This design comes from an exercise in tuning for small area, a short achievable clock period and few clock cycles on the open sky130 flow, not from production work.
The RTL was checked by simulation tests, not by an equivalence proof against the original design.
Power figures rest on the tool's default switching activity, not on a simulated workload.

==> flow/design.v (excerpt) <==
module kc_core (
    input  wire        clk,
    input  wire        rst,
    input  wire        in_valid,
    output wire        in_ready,
    input  wire [1:0]  in_op,
    input  wire        in_wheel,
    input  wire [31:0] in_data,
    output wire [15:0] kp,
    output wire [15:0] ki,
    output wire [15:0] kd,
    output wire [23:0] setpoint_l,
    output wire [23:0] setpoint_r,
    output wire [31:0] speed_inst_l,
    output wire [31:0] speed_inst_r,
    output wire [31:0] speed_avg_l,
    output wire [31:0] speed_avg_r,
    output wire [31:0] integ_l,
    output wire [31:0] integ_r,
    output wire [31:0] prev_err_l,
    output wire [31:0] prev_err_r,
    output wire [15:0] duty_l,
    output wire [15:0] duty_r
);
Size: ~6,700 cells after synthesis, roughly 420 I/O pins, about 58,000 um2 of cells after synthesis.
Settings: LEC_CHECK=0, CAP_MARGIN=20, CORE_MARGIN=2, CORE_UTILIZATION=65, CTS_CLUSTER_DIAMETER=60, CTS_CLUSTER_SIZE=30, PLACE_DENSITY=0.85, SETUP_SLACK_MARGIN=5, SLEW_MARGIN=20; clock period 12.0 ns.
standard.sh (not shown) runs the stock make flow with config.mk's settings and CLKGATE_MAP_FILE= SYNTH_SCRIPT=/design/flow/synth_recipe.tcl, a recipe that flattens the netlist after the stock synthesis.
==> flow/flow/run.sh <==
#!/bin/bash
set -euo pipefail
bash standard.sh SETUP_SLACK_MARGIN=7.5 "BUFFER_PORTS_ARGS=-buffer_cell sky130_fd_sc_hd__buf_1" finish > make_finish.log 2>&1
Testbench counts at the start, summed over its fixed seeds: cycles 31,593.
Next try:
--- a/flow/design.v
+++ b/flow/design.v
@@ -76,14 +76,15 @@
     reg [3:0]  sk9_q;          
     reg [6:0]  sk8_q;          
     reg [8:0]  sk7_q;
     reg [5:0]  a9s_q;          
     reg [1:0]  a9_q;           
     reg [3:0]  rho_q;          
     reg [3:0]  rho1_q, rho2_q; 
+    reg [3:0]  kpc_q;          
     reg [19:0] qa_q, qap_q;    
     reg [24:0] e_q;            
     reg [31:0] i_q;            
     reg        ex_q;           
     reg        pw_q;           
     reg [25:0] derr_q;
     reg [5:0]  bp_q, bi_q, bd_q;   
@@ -171,18 +172,19 @@
     wire [2:0] yv  = ds[6:4];
     wire [19:0] qa_n  = yv[2] ? {qap_e[17:0], 2'd0} : {qa_e[17:0], yv[1:0]};
     wire [19:0] qap_n = yv[2] ? {qap_e[17:0], 2'd1} :
                         (yv[1:0] == 2'd3) ? {qap_e[17:0], 2'd0} :
                         {qa_e[17:0], yv[1:0] + 2'd1};
     wire [19:0] inst_w  = w ? inst1 : inst0;
     wire [19:0] inst_nx = first_q ? {18'd0, div_q} : {inst_w[17:0], div_q};
-    wire [15:0] kp_sh = kp_q >> (5'd12 - {cnt, 2'b00});
-    wire [6:0] k1a = dstep(rho1_q, {1'b0, kp_sh[3:2]});
+    wire [15:0] kp_sh = kp_q >> (5'd8 - {cnt, 2'b00});    
+    wire [3:0]  kp_c  = kpc_q;
+    wire [6:0] k1a = dstep(rho1_q, {1'b0, kp_c[3:2]});
     wire [6:0] k2a = dstep(rho2_q, {1'b0, k1a[5:4]});
-    wire [6:0] k1b = dstep(k1a[3:0], {1'b0, kp_sh[1:0]});
+    wire [6:0] k1b = dstep(k1a[3:0], {1'b0, kp_c[1:0]});
     wire [6:0] k2b = dstep(k2a[3:0], {1'b0, k1b[5:4]});
     wire [12:0] ki_nx = {ki_q[8:0], k1a[5:4], k1b[5:4]};
     wire [9:0]  kd_nx = {kd_q[5:0], k2a[5:4], k2b[5:4]};
     wire        ex      = ex_q;
     wire [23:0] sp_x    = ex ? sp1 : sp0;
     wire [19:0] avg_x   = ex ? avg1 : avg0;
     wire [31:0] integ_x = ex ? integ1 : integ0;
@@ -871,14 +873,15 @@
                     first_q <= 1'b1;
                     sk9_q  <= sw9[3:0];
                     sk8_q  <= sw8[6:0];
                     sk7_q  <= sw7[8:0];
                     a9s_q  <= a9i[19:14];
                     rho1_q <= 4'd0;
                     rho2_q <= 4'd0;
+                    kpc_q  <= kp_q[15:12];
                     cnt    <= 4'd0;
                     if (in_valid && in_op == OP_EST) cnt <= p_n;
                     if (in_valid) begin
                         case (in_op)
                             OP_EST: begin
                                 w     <= in_wheel;
                                 state <= S_EST;
@@ -917,14 +920,15 @@
                         state <= S_IDLE;
                     end
                 end
                 S_KI: begin
                     cnt    <= cnt_n;
                     rho1_q <= k1b[3:0];
                     rho2_q <= k2b[3:0];
+                    kpc_q  <= kp_sh[3:0];
                     ki_q   <= ki_nx;
                     kd_q   <= kd_nx;
                     if (cnt == 4'd3) begin
                         dt_q  <= {16'd0, ki_nx};
                         d3_q  <= (kp_q < 16'd10) ? 31'd0 : 31'h7fffffff;
                         rem_q <= nl_r0[28:0];
                         nb_q  <= nl_b0[1:0];
Fmax went down by a few percent.
First-iteration DRC count went up by roughly a tenth.
Register-to-register slack is worse by 0.13 ns.
Die area went up slightly.
Setup slack is worse by 0.13 ns.
Power went up by a little under a tenth.
Sequential cell count went up by 4.
Area after synthesis went up slightly.
Via count went up by a few percent.
Hold slack stays flat.
Clock power went up by a few percent.
Testbench counts after the change, summed over its fixed seeds: cycles 31,593.

* * *

== red ==
kc_core, a different RTL version from the one above (not shown whole).
Size in the first run: ~6,600 cells after synthesis, about 680 flip-flops, roughly 420 I/O pins.
Design kc_core, start of the top module:
module kc_core (
    input  wire        clk,
    input  wire        rst,
    input  wire        in_valid,
    output wire        in_ready,
    input  wire [1:0]  in_op,
    input  wire        in_wheel,
    input  wire [31:0] in_data,
    output wire [15:0] kp,
    output wire [15:0] ki,
    output wire [15:0] kd,
    output wire [23:0] setpoint_l,
    output wire [23:0] setpoint_r,
    output wire [31:0] speed_inst_l,
    output wire [31:0] speed_inst_r,
    output wire [31:0] speed_avg_l,
    output wire [31:0] speed_avg_r,
    output wire [31:0] integ_l,
    output wire [31:0] integ_r,
    output wire [31:0] prev_err_l,
    output wire [31:0] prev_err_r,
    output wire [15:0] duty_l,
    output wire [15:0] duty_r
);
    localparam OP_EST    = 2'd0;
    localparam OP_TICK   = 2'd1;
    localparam OP_SET_KP = 2'd2;
    localparam OP_SET_SP = 2'd3;
    localparam [31:0] N_EST = 32'd327680000;     
    localparam [31:0] N_LIM = 32'd1638400000;    
    localparam [34:0] T_OFF = 35'd1465187840;
    localparam [2:0] S_IDLE = 3'd0,
                     S_EST  = 3'd1,
                     S_KI   = 3'd2,
                     S_LIM  = 3'd3,
                     S_PREP = 3'd4,
                     S_MUL  = 3'd5,
                     S_FIN  = 3'd6;
    reg [2:0]  state;
    reg [3:0]  cnt;
    reg        w;
    reg        stale;          
    reg [15:0] kp_q;
    reg [12:0] ki_q;
    reg [9:0]  kd_q;
    reg [23:0] sp0, sp1;
    reg [19:0] inst0, inst1;
  ...
Settings: LEC_CHECK=0, CAP_MARGIN=20, CORE_MARGIN=2, CORE_UTILIZATION=65, CTS_CLUSTER_DIAMETER=60, CTS_CLUSTER_SIZE=30, PLACE_DENSITY=0.85, SETUP_SLACK_MARGIN=5, SLEW_MARGIN=20; clock period 12.0 ns.
==> flow/flow/run.sh <==
#!/bin/bash
set -euo pipefail
bash standard.sh SETUP_SLACK_MARGIN=7.5 finish > make_finish.log 2>&1
In summary, red completed successfully, with a layout that passed the timing, DRC and antenna checks.
Testbench counts of red, summed over its fixed seeds: cycles 32,023.
The inputs of blue differ from those of red as listed below.
--- a/flow/design.v
+++ b/flow/design.v
@@ -97,17 +97,22 @@
         .r_in  (rem_q),
         .d     (dt_q),
         .d3    (d3_q),
         .nb    (nb_q),
         .r_out (div_r),
         .q     (div_q)
     );
     wire [31:0] ne_sh = N_EST >> {cnt - 4'd1, 1'b0};       
-    wire [31:0] nl_sh = N_LIM >> (5'd28 - {cnt, 1'b0});    
+    wire [31:0] nl_sh = N_LIM >> {cnt - 4'd1, 1'b0};       
+    wire [3:0]  lp_n  = (kp_q >= 16'd5210) ? 4'd10 : (kp_q >= 16'd1310) ? 4'd11 :
+                        (kp_q >= 16'd330)  ? 4'd12 : (kp_q >= 16'd90)   ? 4'd13 :
+                        (kp_q >= 16'd30)   ? 4'd14 : 4'd15;
+    wire [63:0] nl_r0 = {32'd0, N_LIM} >> {{1'b0, lp_n} + 5'd1, 1'b0};
+    wire [63:0] nl_b0 = {32'd0, N_LIM} >> {lp_n, 1'b0};
     wire        dt_gt500 = !in_data[31] && (in_data[30:0] > 31'd500);
     wire        dt_big   = in_data[30] | in_data[29];
     wire [28:0] dt_n     = !dt_gt500 ? 29'd2500 : dt_big ? 29'h1fffffff : in_data[28:0];
     wire        le1250   = dt_gt500 && (in_data[30:0] <= 31'd1666);
     wire        le5000   = !dt_gt500 || (in_data[30:0] <= 31'd6666);
     wire [3:0]  p_n      = le1250 ? 4'd9 : le5000 ? 4'd8 : 4'd7;
     wire [31:0] r0_n     = le1250 ? 32'd312 : le5000 ? 32'd1250 : 32'd5000;
     wire [1:0]  nb0_n    = le1250 ? N_EST[19:18] : le5000 ? N_EST[17:16] : N_EST[15:14];
@@ -913,29 +918,31 @@
                     cnt    <= cnt_n;
                     rho1_q <= k1b[3:0];
                     rho2_q <= k2b[3:0];
                     ki_q   <= ki_nx;
                     kd_q   <= kd_nx;
                     if (cnt == 4'd3) begin
                         dt_q  <= {16'd0, ki_nx};
                         d3_q  <= (ki_nx == 13'd0) ? 31'd0 : 31'h7fffffff;
-                        rem_q <= 29'd0;
-                        nb_q  <= N_LIM[31:30];
-                        cnt   <= 4'd0;
+                        rem_q <= nl_r0[28:0];
+                        nb_q  <= nl_b0[1:0];
+                        cnt   <= lp_n;
+                        first_q <= 1'b1;
                         state <= S_LIM;
                     end
                 end
                 S_LIM: begin
-                    cnt   <= cnt_n;
+                    cnt   <= cnt - 4'd1;
+                    first_q <= 1'b0;
                     d3_q  <= {2'd0, dt_q} + {1'd0, dt_q, 1'b0};
                     rem_q <= div_r;
                     nb_q  <= nl_sh[1:0];
-                    lim_q <= {lim_q[28:0], div_q};
-                    if (cnt == 4'd15) begin
+                    lim_q <= first_q ? {29'd0, div_q} : {lim_q[28:0], div_q};
+                    if (cnt == 4'd0) begin
                         stale <= 1'b0;
                         pw_q  <= 1'b1;
                         state <= S_PREP;
                     end
                 end
                 S_PREP: begin
                     integ1 <= integ_n;
                     perr1  <= e_q;
--- outcome ---
- Compare red and blue | clock skew lower: red
- Compared to red, blue shows a wider setup margin.
- On post-route worst hold slack, red beats blue.
- The critical path capture point comes out sk7_q[8] in one run and sk7_q[2] in the other, namely in blue and red respectively.
- [blue] share of synthesized cell area in and, or, nand and nor gates fell 0.53 points relative to red
- Power drawn by the sequential cells across red and blue: no real change.
Testbench counts of blue, summed over its fixed seeds: cycles 31,593.

## afterwards: timing with drivers on the ports
The flow's constraints put no driver on any port. The routed layouts listed below were extracted and timed again, unchanged, in two steps. Step 1 assumes that a clkbuf_16 drives the clock port and a buf_2 every other input. Step 2 also shifts input and output timing later by t, the mid clock arrival at the registers, as if the neighbouring blocks saw the same clock. Slacks: ideal ports / drivers / drivers and shift; pairs: ideal ports / drivers.
run | t (ns) | setup WS [ns] | slew at the worst register clock pin (ns) | pins driven straight from the clock port
the first run of note 1 | 0.740 | 7.367 / 7.367 / 6.691 | 0.11 / 0.11 | 1
the second run of note 1 | 0.760 | 7.239 / 7.167 / 6.407 | 0.10 / 0.10 | 1
red | 0.780 | 6.981 / 6.981 / 6.738 | 0.11 / 0.11 | 1
blue | 0.744 | 7.352 / 7.352 / 6.751 | 0.10 / 0.10 | 1
After both steps every run listed still meets setup and hold. The setup slack of the second run of note 1, which loses most, moves by -0.072 ns with the drivers and by -0.832 ns with both steps.
